Context: an optimization exercise on an open-source flow, tuned for a short achievable clock period and few clock cycles. The choices shown serve that exercise and are no tape-out recipe.
At most, simulation tests tie the RTL to the original design; equivalence was not proved.
Power figures rest on the tool's default switching activity, not on a simulated workload.

==> 08-09: inputs <==
## rbfsm_rx
module rbfsm_rx (
    input  wire        clk,
    input  wire        rst,
    input  wire        push_valid,
    input  wire [7:0]  push_data,
    output wire        push_ready,
    input  wire        cmd_valid,
    input  wire [7:0]  cmd_cap,
    output wire        busy,
    output reg         res_valid,
    output reg  [3:0]  res_code,
    output reg  [7:0]  res_val,
    output reg  [15:0] res_crc,
    output reg         dout_valid,
    output reg  [7:0]  dout_data,
    output wire [6:0]  rb_len,
    output reg  [15:0] corrupt_count
);
make LEC_CHECK=0 ABC_CLOCK_PERIOD_IN_PS=2500 CAP_MARGIN=20 CORE_MARGIN=2 CORE_UTILIZATION=40 SETUP_SLACK_MARGIN=5 SLEW_MARGIN=20 finish   # period 8.0 ns
run.sh (not shown) runs the stock make flow with config.mk's settings and CLKGATE_MAP_FILE= SYNTH_SCRIPT=/design/flow/synth_recipe.tcl, a recipe that flattens the netlist after the stock synthesis.
==> 05-24 (differences from 08-09) <==
--- a/flow/design.v
+++ b/flow/design.v
@@ -26,15 +26,16 @@
     localparam integer DN = 64;    
     localparam integer FN = 32;    
     localparam integer FW = 22;    
     reg  [6:0]  wc;         
     reg  [6:0]  len;        
     reg         pr_q;       
     reg         st_str;     
-    reg         st_wait;    
+    reg         st_dec;     
+    reg         busy_q;     
     reg  [7:0]  cap_q;
     reg  [5:0]  rem;        
     reg         pv_q;
     reg  [7:0]  pd_q;
     reg         isE_q;      
     reg         isD_q;      
     reg  [6:0]  pp_q;       
@@ -48,15 +49,15 @@
     reg  [DN:0] doh;        
     reg         hoff;       
     reg  [FW*FN-1:0] fq;
     reg  [FN:0] foh;        
     reg         fstale;     
     reg  [5:0]  live;       
     reg         hf;         
-    assign busy       = st_str | st_wait;
+    assign busy       = busy_q;
     assign push_ready = pr_q;
     assign rb_len     = len;
     wire       term  = pv_q && isE_q && open;                  
     wire       emit  = pv_q && (isE_q ? esc : (esc || !isD_q));
     wire [7:0] dval  = isE_q ? (DELIM ^ XORM) : (esc ? (pd_q ^ XORM) : pd_q);
     function [15:0] crc_byte(input [15:0] c, input [7:0] b);
         integer i;
@@ -78,29 +79,27 @@
     wire        h_ok = hfr[21];
     wire [6:0]  h_L  = hfr[20:14];
     wire [6:0]  h_S  = hfr[13:7];
     wire [6:0]  h_E  = hfr[6:0];
     wire [7:0]  dh0  = hoff ? dq[15:8] : dq[7:0];    
     wire [7:0]  dh1  = dq[15:8];                     
     wire wait_case = term && !hf;         
-    wire idle  = !st_str && !st_wait;
-    wire acc   = idle && cmd_valid;
-    wire go    = (acc && !wait_case) || st_wait;
-    wire one   = (h_L == 7'd1);
+    wire idle   = !busy_q;
+    wire acc    = idle && cmd_valid;
+    wire one    = (h_L == 7'd1);
     wire fits_in = (|cmd_cap[7:6]) || (cmd_cap[5:0] >= h_L[5:0]);
     wire fits_q  = (|cap_q[7:6])   || (cap_q[5:0]   >= h_L[5:0]);
-    wire nz_in   = |cmd_cap;
-    wire fits  = st_wait ? fits_q : fits_in;
-    wire nz    = st_wait ? (|cap_q) : nz_in;        
-    wire nofr  = !hf;
-    wire cons  = go && hf && fits;                  
-    wire fpop_a = go && hf && one && nz;            
+    wire nofr_a = !hf && !wait_case;                
+    wire str_a  = acc && hf && !one && fits_in;     
+    wire str_d  = st_dec && hf && !one && fits_q;   
+    wire one_d  = st_dec && hf && one && fits_q;    
     wire last_s = st_str && (rem == 6'd1);          
-    wire fpop  = fpop_a || last_s;
-    wire cc_inc = fpop_a || (last_s && !h_ok);
+    wire fpop   = one_d || last_s;
+    wire cc_inc = one_d || (last_s && !h_ok);
+    wire cons   = str_a || str_d || one_d;          
     wire [6:0] t_nf  = open ? pstart : ((pv_q && !isE_q) ? pp_q : wc);
     wire [6:0] len_nf = wc - t_nf;
     wire [6:0] len_s  = wc - h_S;
     wire [6:0] len_e  = wc - h_E;
     wire [DN-1:0] dws = hoff   ? doh[DN:1] : doh[DN-1:0];
     wire [FN-1:0] fws = fstale ? foh[FN:1] : foh[FN-1:0];
     wire          fwe = term;
@@ -126,15 +125,16 @@
     wire [15:0] cc_p1  = corrupt_count + 16'd1;
     always @(posedge clk) begin
         if (rst) begin
             wc            <= 7'd0;
             len           <= 7'd0;
             pr_q          <= 1'b1;
             st_str        <= 1'b0;
-            st_wait       <= 1'b0;
+            st_dec        <= 1'b0;
+            busy_q        <= 1'b0;
             cap_q         <= 8'd0;
             rem           <= 6'd0;
             pv_q          <= 1'b0;
             pd_q          <= 8'd0;
             isE_q         <= 1'b0;
             isD_q         <= 1'b0;
             pp_q          <= 7'd0;
@@ -162,19 +162,14 @@
             res_valid  <= 1'b0;
             dout_valid <= 1'b0;
             pv_q  <= push_valid && pr_q;
             pd_q  <= push_data;
             isE_q <= (push_data == DELIM);
             isD_q <= (push_data == ESCB);
             pp_q  <= wc;
-            if (push_valid && pr_q) begin
-                wc   <= wc + 7'd1;
-                len  <= len + 7'd1;
-                pr_q <= (len != 7'd63);
-            end
             if (pv_q) begin
                 if (isE_q) begin
                     if (open) begin
                         open <= 1'b0;
                         esc  <= 1'b0;
                         pL   <= 7'd0;
                         crc  <= 16'hFFFF;
@@ -200,52 +195,71 @@
             hoff   <= cons || st_str;
             foh    <= foh_n;
             fstale <= fpop;
             live   <= fpop ? live_p : live_w;
             hf     <= fwe || (fpop ? (live != 6'd1) : hf);
             if (cc_inc)
                 corrupt_count <= cc_p1;
-            if (acc && wait_case) begin
-                st_wait <= 1'b1;
-                cap_q   <= cmd_cap;
-                pr_q    <= 1'b0;
-            end
-            if (go) begin
-                st_wait    <= 1'b0;
-                res_valid  <= nofr || !fits || one;
-                res_code   <= nofr ? RES_NO_FRAME : (fits ? RES_CORRUPT : RES_TOO_SMALL);
+            if (idle)
+                cap_q <= cmd_cap;
+            if (acc) begin
+                res_valid <= nofr_a;
+                res_code  <= RES_NO_FRAME;
+                busy_q    <= !nofr_a;
+                len       <= hf ? len_s : len_nf;       
+                pr_q      <= nofr_a && (len_nf != 7'd64);
+                st_dec    <= !nofr_a && !str_a;
+            end
+            if (st_dec) begin
+                st_dec <= 1'b0;
+                if (!hf) begin
+                    res_valid <= 1'b1;
+                    res_code  <= RES_NO_FRAME;
+                    busy_q    <= 1'b0;
+                    len       <= len_nf;
+                    pr_q      <= (len_nf != 7'd64);
+                end else if (!fits_q) begin
+                    res_valid <= 1'b1;
+                    res_code  <= RES_TOO_SMALL;
+                    busy_q    <= 1'b0;
+                    len       <= len_s;
+                    pr_q      <= (len_s != 7'd64);
+                end else if (one) begin
+                    res_valid <= 1'b1;
+                    res_code  <= RES_CORRUPT;
+                    busy_q    <= 1'b0;
+                    len       <= len_e;
+                    pr_q      <= 1'b1;
+                end
+            end
+            if (str_a || str_d || one_d) begin
+                dout_valid <= 1'b1;
+                dout_data  <= dh0;
                 res_val    <= 8'd1;
                 res_crc    <= {8'h00, dh0};
-                dout_valid <= hf && fits;
-                dout_data  <= dh0;
                 rem        <= h_L[5:0] - 6'd1;
-                st_str     <= hf && fits && !one;
-                if (nofr)
-                    len <= len_nf;
-                else if (one && nz)
-                    len <= len_e;
-                else
-                    len <= len_s;        
-                if (nofr)
-                    pr_q <= (len_nf != 7'd64);
-                else if (one && nz)
-                    pr_q <= 1'b1;
-                else
-                    pr_q <= !fits && (len_s != 7'd64);
-            end
+            end
+            if (str_a || str_d)
+                st_str <= 1'b1;
             if (st_str) begin
                 dout_valid <= 1'b1;
                 dout_data  <= dh1;
                 rem        <= rem - 6'd1;
                 if (rem == 6'd1) begin
                     st_str    <= 1'b0;
+                    busy_q    <= 1'b0;
                     res_valid <= 1'b1;
                     res_crc   <= {dh1, dout_data};
                     len       <= len_e;
                     pr_q      <= 1'b1;
                     res_code  <= h_ok ? RES_OK : RES_CORRUPT;
                     res_val   <= h_ok ? {1'b0, h_L - 7'd2} : {1'b0, h_L};
                 end
             end
+            if (push_valid && pr_q) begin
+                wc   <= wc + 7'd1;
+                len  <= len + 7'd1;
+                pr_q <= (len != 7'd63);
+            end
         end
     end
 endmodule
==> flow/flow/run.sh (new file) <==
#!/bin/bash
set -o pipefail
sed -e 's/SETUP_SLACK_MARGIN=[0-9.]*/SETUP_SLACK_MARGIN=5.8/' \
    -e 's/"\${@:-finish}"/BUFFER_PORTS_ARGS="-buffer_cell sky130_fd_sc_hd__buf_4" "${@:-finish}"/' standard.sh > standard_m.sh
bash standard_m.sh > standard.log 2>&1
==> flow/standard.sh (new file) <==
#!/bin/bash
# synth_recipe.tcl (not shown) runs the flow's synth.tcl, then flattens the netlist and writes it again
# the make line also repeats each setting of config.mk as NAME=value (left out here)
make -C /OpenROAD-flow-scripts/flow DESIGN_CONFIG=/design/flow/config.mk WORK_HOME=/design/flow/orfs CLKGATE_MAP_FILE= SYNTH_SCRIPT=/design/flow/synth_recipe.tcl "${@:-finish}"
- CORE_UTILIZATION: 40 -> 55
- CTS_CLUSTER_DIAMETER: not set -> 80
- CTS_CLUSTER_SIZE: not set -> 30
removed: flow/run.sh
==> 08-12 (differences from 08-09) <==
==> flow/design.v (replaced) <==
module rbfsm_rx (
    input  wire        clk,
    input  wire        rst,
    input  wire        push_valid,
    input  wire [7:0]  push_data,
    output wire        push_ready,
    input  wire        cmd_valid,
    input  wire [7:0]  cmd_cap,
    output wire        busy,
    output reg         res_valid,
    output reg  [3:0]  res_code,
    output reg  [7:0]  res_val,
    output reg  [15:0] res_crc,
    output reg         dout_valid,
    output reg  [7:0]  dout_data,
    output wire [6:0]  rb_len,
    output reg  [15:0] corrupt_count
);
    localparam [7:0] DELIM = 8'h7E;
    localparam [7:0] ESCB  = 8'h7D;
    localparam [7:0] XORM  = 8'h20;
    localparam [3:0] RES_OK        = 4'h0;
    localparam [3:0] RES_TOO_SMALL = 4'h5;
    localparam [3:0] RES_NO_FRAME  = 4'h6;
    localparam [3:0] RES_CORRUPT   = 4'h7;
    localparam integer DN = 64;    
    localparam integer FN = 32;    
    localparam integer FW = 22;    
    reg  [6:0]  wc;         
    reg  [6:0]  len;        
    reg         pr_q;       
    reg         st_str;     
    reg         st_dec;     
    reg         st_wait;    
    reg         fits_r;     
    reg         one_r;      
    reg         rem1;       
    reg         busy_q;     
    reg  [7:0]  cap_q;
    reg  [5:0]  rem;        
    reg         pv_q;
    reg  [7:0]  pd_q;
    reg         isE_q;      
    reg         isD_q;      
    reg  [6:0]  pp_q;       
    reg         open;       
    reg         esc;        
    reg  [6:0]  pL;         
    reg         pge1;       
    reg         pge2;       
    reg  [7:0]  d1, d2;     
    reg  [15:0] crc;        
    reg  [6:0]  pstart;     
    reg  [8*DN-1:0] dq;
    reg  [DN:0] doh;        
    reg         hoff;       
    reg  [FW*FN-1:0] fq;
    reg  [FN:0] foh;        
    reg         fstale;     
    reg  [5:0]  live;       
    reg         hf;         
    assign busy       = busy_q;
    assign push_ready = pr_q;
    assign rb_len     = len;
    wire       term  = pv_q && isE_q && open;                  
    wire       emit  = pv_q && (isE_q ? esc : (esc || !isD_q));
    wire [7:0] dval  = isE_q ? (DELIM ^ XORM) : (esc ? (pd_q ^ XORM) : pd_q);
    function [15:0] crc_byte(input [15:0] c, input [7:0] b);
        integer i;
        reg [15:0] x;
        begin
            x = c ^ {b, 8'h00};
            for (i = 0; i < 8; i = i + 1)
                x = x[15] ? ({x[14:0], 1'b0} ^ 16'h1021) : {x[14:0], 1'b0};
            crc_byte = x;
        end
    endfunction
    wire [15:0] crc_u = crc_byte(crc, d2);
    wire [15:0] cr2   = pge2 ? crc_u : crc;
    wire        okc   = esc ? (pge1 && (cr2 == {DELIM ^ XORM, d1}))
                            : (pge2 && (crc == {d1, d2}));
    wire [6:0]  Lc    = pL + {6'd0, esc};
    wire [FW-1:0] fnew = {okc, Lc, pstart, pp_q + 7'd1};
    wire [FW-1:0] hfr = fstale ? fq[2*FW-1:FW] : fq[FW-1:0];
    wire        h_ok = hfr[21];
    wire [6:0]  h_L  = hfr[20:14];
    wire [6:0]  h_S  = hfr[13:7];
    wire [6:0]  h_E  = hfr[6:0];
    wire [7:0]  dh0  = hoff ? dq[15:8] : dq[7:0];    
    wire [7:0]  dh1  = dq[15:8];                     
    wire wait_case = term && !hf;         
    wire idle   = !busy_q;
    wire acc    = idle && cmd_valid;
    wire one    = (h_L == 7'd1);
    wire fits_in = (|cmd_cap[7:6]) || (cmd_cap[5:0] >= h_L[5:0]);
    wire fits_q  = (|cap_q[7:6])   || (cap_q[5:0]   >= h_L[5:0]);
    wire nofr_a = !hf && !wait_case;                
    wire str_a  = acc && hf && !one && fits_in;     
    wire str_d  = st_dec && fits_r && !one_r;       
    wire one_d  = st_dec && fits_r && one_r;        
    wire last_s = st_str && rem1;                   
    wire fpop   = one_d || last_s;
    wire cc_inc = one_d || (last_s && !h_ok);
    wire cons   = str_a || str_d || one_d;          
    wire [6:0] t_nf  = open ? pstart : ((pv_q && !isE_q) ? pp_q : wc);
    wire [6:0] len_nf = wc - t_nf;
    wire [6:0] w64    = wc ^ 7'h40;
    wire       full_nf = (len == 7'd64) &&
                         (open ? (pstart == w64) : (pv_q && !isE_q && (pp_q == w64)));
    wire [6:0] len_s  = wc - h_S;
    wire [6:0] len_e  = wc - h_E;
    wire [DN-1:0] dws = hoff   ? doh[DN:1] : doh[DN-1:0];
    wire [FN-1:0] fws = fstale ? foh[FN:1] : foh[FN-1:0];
    wire          fwe = term;
    integer i;
    always @(posedge clk) begin
        for (i = 0; i < DN; i = i + 1) begin
            if (emit && dws[i])
                dq[8*i +: 8] <= dval;
            else if (hoff)
                dq[8*i +: 8] <= (i == DN-1) ? 8'h00 : dq[8*(i+1) +: 8];
        end
        for (i = 0; i < FN; i = i + 1) begin
            if (fwe && fws[i])
                fq[FW*i +: FW] <= fnew;
            else if (fstale)
                fq[FW*i +: FW] <= (i == FN-1) ? {FW{1'b0}} : fq[FW*(i+1) +: FW];
        end
    end
    wire [DN:0] doh_n = (emit == hoff) ? doh : (emit ? {doh[DN-1:0], 1'b0} : {1'b0, doh[DN:1]});
    wire [FN:0] foh_n = (fwe == fstale) ? foh : (fwe ? {foh[FN-1:0], 1'b0} : {1'b0, foh[FN:1]});
    wire [5:0]  live_w = live + {5'd0, fwe};
    wire [5:0]  live_p = live_w - 6'd1;
    wire [15:0] cc_p1  = corrupt_count + 16'd1;
    always @(posedge clk) begin
        if (rst) begin
            wc            <= 7'd0;
            len           <= 7'd0;
            pr_q          <= 1'b1;
            st_str        <= 1'b0;
            st_dec        <= 1'b0;
            st_wait       <= 1'b0;
            fits_r        <= 1'b0;
            one_r         <= 1'b0;
            rem1          <= 1'b0;
            busy_q        <= 1'b0;
            cap_q         <= 8'd0;
            rem           <= 6'd0;
            pv_q          <= 1'b0;
            pd_q          <= 8'd0;
            isE_q         <= 1'b0;
            isD_q         <= 1'b0;
            pp_q          <= 7'd0;
            open          <= 1'b0;
            esc           <= 1'b0;
            pL            <= 7'd0;
            pge1          <= 1'b0;
            pge2          <= 1'b0;
            d1            <= 8'd0;
            d2            <= 8'd0;
            crc           <= 16'hFFFF;
            pstart        <= 7'd0;
            doh           <= {{DN{1'b0}}, 1'b1};
            hoff          <= 1'b0;
            foh           <= {{FN{1'b0}}, 1'b1};
            fstale        <= 1'b0;
            live          <= 6'd0;
            hf            <= 1'b0;
            res_valid     <= 1'b0;
            res_code      <= 4'd0;
            res_val       <= 8'd0;
            res_crc       <= 16'd0;
            dout_valid    <= 1'b0;
            dout_data     <= 8'd0;
            corrupt_count <= 16'd0;
        end else begin
            res_valid  <= 1'b0;
            dout_valid <= 1'b0;
            pv_q  <= push_valid && pr_q;
            pd_q  <= push_data;
            isE_q <= (push_data == DELIM);
            isD_q <= (push_data == ESCB);
            pp_q  <= wc;
            if (pv_q) begin
                if (isE_q) begin
                    if (open) begin
                        open <= 1'b0;
                        esc  <= 1'b0;
                        pL   <= 7'd0;
                        pge1 <= 1'b0;
                        pge2 <= 1'b0;
                        crc  <= 16'hFFFF;
                    end
                end else begin
                    if (!open) begin
                        open   <= 1'b1;
                        pstart <= pp_q;
                    end
                    if (esc || !isD_q) begin
                        esc <= 1'b0;
                        pL   <= pL + 7'd1;
                        pge1 <= 1'b1;
                        pge2 <= pge1;
                        d1   <= dval;
                        d2   <= d1;
                        if (pge2)
                            crc <= crc_u;
                    end else begin
                        esc <= 1'b1;
                    end
                end
            end
            doh    <= doh_n;
            hoff   <= cons || st_str;
            foh    <= foh_n;
            fstale <= fpop;
            live   <= fpop ? live_p : live_w;
            hf     <= fwe || (fpop ? (live != 6'd1) : hf);
            if (cc_inc)
                corrupt_count <= cc_p1;
            if (idle)
                cap_q <= cmd_cap;
            if (acc) begin
                res_valid <= nofr_a;
                res_code  <= RES_NO_FRAME;
                busy_q    <= !nofr_a;
                len       <= hf ? len_s : len_nf;       
                pr_q      <= nofr_a && !full_nf;
                st_wait   <= wait_case;
                st_dec    <= hf && !str_a;
            end
            fits_r <= st_wait ? fits_q : fits_in;
            one_r  <= one;
            if (st_wait) begin
                st_wait <= 1'b0;
                st_dec  <= 1'b1;
            end
            if (st_dec) begin
                st_dec <= 1'b0;
                if (!fits_r) begin
                    res_valid <= 1'b1;
                    res_code  <= RES_TOO_SMALL;
                    busy_q    <= 1'b0;
                    len       <= len_s;
                    pr_q      <= (len_s != 7'd64);
                end else if (one_r) begin
                    res_valid <= 1'b1;
                    res_code  <= RES_CORRUPT;
                    busy_q    <= 1'b0;
                    len       <= len_e;
                    pr_q      <= 1'b1;
                end
            end
            if (idle || st_dec) begin
                dout_data  <= dh0;
                res_val    <= 8'd1;
                res_crc    <= {8'h00, dh0};
                rem        <= h_L[5:0] - 6'd1;
                rem1       <= (h_L[5:0] == 6'd2);
            end
            if (str_a || str_d || one_d)
                dout_valid <= 1'b1;
            if (str_a || str_d)
                st_str <= 1'b1;
            if (st_str) begin
                dout_valid <= 1'b1;
                dout_data  <= dh1;
                rem        <= rem - 6'd1;
                rem1       <= (rem == 6'd2);
                if (rem1) begin
                    st_str    <= 1'b0;
                    busy_q    <= 1'b0;
                    res_valid <= 1'b1;
                    res_crc   <= {dh1, dout_data};
                    len       <= len_e;
                    pr_q      <= 1'b1;
                    res_code  <= h_ok ? RES_OK : RES_CORRUPT;
                    res_val   <= h_ok ? {1'b0, h_L - 7'd2} : {1'b0, h_L};
                end
            end
            if (push_valid && pr_q) begin
                wc   <= wc + 7'd1;
                len  <= len + 7'd1;
                pr_q <= (len != 7'd63);
            end
        end
    end
endmodule
==> flow/flow/run.sh (new file) <==
#!/bin/bash
set -o pipefail
sed -e 's/SETUP_SLACK_MARGIN=[0-9.]*/SETUP_SLACK_MARGIN=5.8/' \
    -e 's/"\${@:-finish}"/BUFFER_PORTS_ARGS="-buffer_cell sky130_fd_sc_hd__buf_4" "${@:-finish}"/' standard.sh > standard_m.sh
bash standard_m.sh > standard.log 2>&1
==> flow/standard.sh (new file) <==
#!/bin/bash
# synth_recipe.tcl (not shown) runs the flow's synth.tcl, then flattens the netlist and writes it again
# the make line also repeats each setting of config.mk as NAME=value (left out here)
make -C /OpenROAD-flow-scripts/flow DESIGN_CONFIG=/design/flow/config.mk WORK_HOME=/design/flow/orfs CLKGATE_MAP_FILE= SYNTH_SCRIPT=/design/flow/synth_recipe.tcl "${@:-finish}"
- CORE_UTILIZATION: 40 -> 60
- CTS_CLUSTER_DIAMETER: not set -> 60
- CTS_CLUSTER_SIZE: not set -> 25
removed: flow/run.sh
==> 08-11 (differences from 08-09) <==
--- a/flow/design.v
+++ b/flow/design.v
@@ -27,14 +27,15 @@
     localparam integer FN = 32;    
     localparam integer FW = 22;    
     reg  [6:0]  wc;         
     reg  [6:0]  len;        
     reg         pr_q;       
     reg         st_str;     
     reg         st_wait;    
+    reg         busy_q;     
     reg  [7:0]  cap_q;
     reg  [5:0]  rem;        
     reg         pv_q;
     reg  [7:0]  pd_q;
     reg         isE_q;      
     reg         isD_q;      
     reg  [6:0]  pp_q;       
@@ -48,15 +49,15 @@
     reg  [DN:0] doh;        
     reg         hoff;       
     reg  [FW*FN-1:0] fq;
     reg  [FN:0] foh;        
     reg         fstale;     
     reg  [5:0]  live;       
     reg         hf;         
-    assign busy       = st_str | st_wait;
+    assign busy       = busy_q;
     assign push_ready = pr_q;
     assign rb_len     = len;
     wire       term  = pv_q && isE_q && open;                  
     wire       emit  = pv_q && (isE_q ? esc : (esc || !isD_q));
     wire [7:0] dval  = isE_q ? (DELIM ^ XORM) : (esc ? (pd_q ^ XORM) : pd_q);
     function [15:0] crc_byte(input [15:0] c, input [7:0] b);
         integer i;
@@ -127,14 +128,15 @@
     always @(posedge clk) begin
         if (rst) begin
             wc            <= 7'd0;
             len           <= 7'd0;
             pr_q          <= 1'b1;
             st_str        <= 1'b0;
             st_wait       <= 1'b0;
+            busy_q        <= 1'b0;
             cap_q         <= 8'd0;
             rem           <= 6'd0;
             pv_q          <= 1'b0;
             pd_q          <= 8'd0;
             isE_q         <= 1'b0;
             isD_q         <= 1'b0;
             pp_q          <= 7'd0;
@@ -202,27 +204,29 @@
             fstale <= fpop;
             live   <= fpop ? live_p : live_w;
             hf     <= fwe || (fpop ? (live != 6'd1) : hf);
             if (cc_inc)
                 corrupt_count <= cc_p1;
             if (acc && wait_case) begin
                 st_wait <= 1'b1;
+                busy_q  <= 1'b1;
                 cap_q   <= cmd_cap;
                 pr_q    <= 1'b0;
             end
             if (go) begin
                 st_wait    <= 1'b0;
                 res_valid  <= nofr || !fits || one;
                 res_code   <= nofr ? RES_NO_FRAME : (fits ? RES_CORRUPT : RES_TOO_SMALL);
                 res_val    <= 8'd1;
                 res_crc    <= {8'h00, dh0};
                 dout_valid <= hf && fits;
                 dout_data  <= dh0;
                 rem        <= h_L[5:0] - 6'd1;
                 st_str     <= hf && fits && !one;
+                busy_q     <= hf && fits && !one;
                 if (nofr)
                     len <= len_nf;
                 else if (one && nz)
                     len <= len_e;
                 else
                     len <= len_s;        
                 if (nofr)
@@ -234,14 +238,15 @@
             end
             if (st_str) begin
                 dout_valid <= 1'b1;
                 dout_data  <= dh1;
                 rem        <= rem - 6'd1;
                 if (rem == 6'd1) begin
                     st_str    <= 1'b0;
+                    busy_q    <= 1'b0;
                     res_valid <= 1'b1;
                     res_crc   <= {dh1, dout_data};
                     len       <= len_e;
                     pr_q      <= 1'b1;
                     res_code  <= h_ok ? RES_OK : RES_CORRUPT;
                     res_val   <= h_ok ? {1'b0, h_L - 7'd2} : {1'b0, h_L};
                 end
- CORE_UTILIZATION: 40 -> 50
==> results.txt <==
Start point of the worst min-delay path: 08-09 res_val[5]$_SDFF_PP0_; 05-24 res_code[3]$_SDFF_PP0_; 08-11 dout_data[6]$_SDFFE_PP0P_; 08-12 res_val[7]$_SDFF_PP0_
Final Worst Setup Slack: 08-09 4980 ps; 05-24 5030 ps; 08-11 5050 ps; 08-12 5180 ps
Routed length on met1: 08-09 66400 um; 05-24 67100 um; 08-11 63300 um; 08-12 67000 um
Syn avg cell area: 08-09 11.8 um^2; 05-24 11.8 um^2; 08-11 11.8 um^2; 08-12 11.8 um^2
Count of multi-input combinational gates: 08-09 3505; 05-24 3549; 08-11 3530; 08-12 3506
Static leakage power: 08-09 25.0 nW; 05-24 26.1 nW; 08-11 25.1 nW; 08-12 26.1 nW
Total clock buffers created by CTS: 08-09 153; 05-24 68; 08-11 156; 08-12 116
Met2 global-route usage: 08-09 26.5%; 05-24 39.7%; 08-11 34.8%; 08-12 39.1%
Detailed-placement wirelength estimate: 08-09 78900 um; 05-24 83500 um; 08-11 81500 um; 08-12 77200 um
Depth of the worst register-to-register path: 08-09 12; 05-24 13; 08-11 5; 08-12 11
Crit. End Element: 08-09 primary output; 05-24 flop; 08-11 primary output; 08-12 primary output
Switching power total: 08-09 3.84 mW; 05-24 2.89 mW; 08-11 3.28 mW; 08-12 3.58 mW
Status: 08-09 complete, no violations; 05-24 complete, no violations; 08-11 complete, no violations; 08-12 complete, no violations
Cell depth of the worst hold path: 08-09 2; 05-24 2; 08-11 2; 08-12 1
First-pass iteration count of the detailed router: 08-09 8; 05-24 5; 08-11 7; 08-12 9
Sequential-to-total area share from yosys stat: 08-09 64.5%; 05-24 64.3%; 08-11 64.3%; 08-12 64.8%
Multi-input gate share of total cell area: 08-09 29.6%; 05-24 32.1%; 08-11 29.8%; 08-12 31.0%
Post-synth net total: 08-09 5523; 05-24 5537; 08-11 5522; 08-12 5510
Fraction of synthesized area in multiplexers: 08-09 8.58%; 05-24 8.49%; 08-11 7.97%; 08-12 8.47%
CORE AREA: 08-09 0.159 mm^2; 05-24 0.116 mm^2; 08-11 0.128 mm^2; 08-12 0.106 mm^2
Cell total after placement: 08-09 7265; 05-24 6723; 08-11 6859; 08-12 6556
Worst Hold Path EP: 08-09 res_val[5]$_SDFF_PP0_; 05-24 res_code[3]$_SDFF_PP0_; 08-11 res_crc[6]$_SDFF_PP0_; 08-12 res_val[7]$_SDFF_PP0_
Testbench counts of 08-09, summed over its fixed seeds: cycles 73,718.
Testbench counts of 08-12, summed over its fixed seeds: cycles 73,805.
Testbench counts of 08-11, summed over its fixed seeds: cycles 73,718.
Only the layout flow was run in 05-24; the RTL was not checked for function there.

afterwards: timing with drivers on the ports:
The flow's constraints put no driver on any port. The routed layouts listed below were extracted and timed again, unchanged, in two steps.
Step 1 (the two cells are an assumption about what drives the block):
set clk [get_ports {clk}]
set_driving_cell -lib_cell sky130_fd_sc_hd__clkbuf_16 $clk
set_driving_cell -lib_cell sky130_fd_sc_hd__buf_2 [delete_from_list [all_inputs] $clk]
Step 2 adds t to the input delays and takes it off the output delays; t is the mean of the earliest and latest rising clock arrival at the registers after step 1. Input paths then give back, and output paths get back, about the clock's delay inside the block.
a / b / c = ideal ports / drivers / drivers and shift; a / b = the first two.
run | t, ns | setup slack, ns | worst register clock-pin slew, ns | worst slew at a driven data input, ns | cell pins on the clock port's net
08-09 | 0.850 | 4.979 / 4.904 / 4.213 | 0.07 / 0.07 | 0.12 | 1
05-24 | 0.741 | 5.033 / 5.072 / 4.331 | 0.12 / 0.12 | 0.15 | 1
08-12 | 0.786 | 5.185 / 5.117 / 4.752 | 0.10 / 0.10 | 0.11 | 1
08-11 | 0.831 | 5.050 / 4.979 / 4.257 | 0.06 / 0.06 | 0.06 | 1
After both steps every run listed still meets setup and hold. The setup slack of 08-11, which loses most, moves by -0.071 ns with the drivers and by -0.793 ns with both steps.
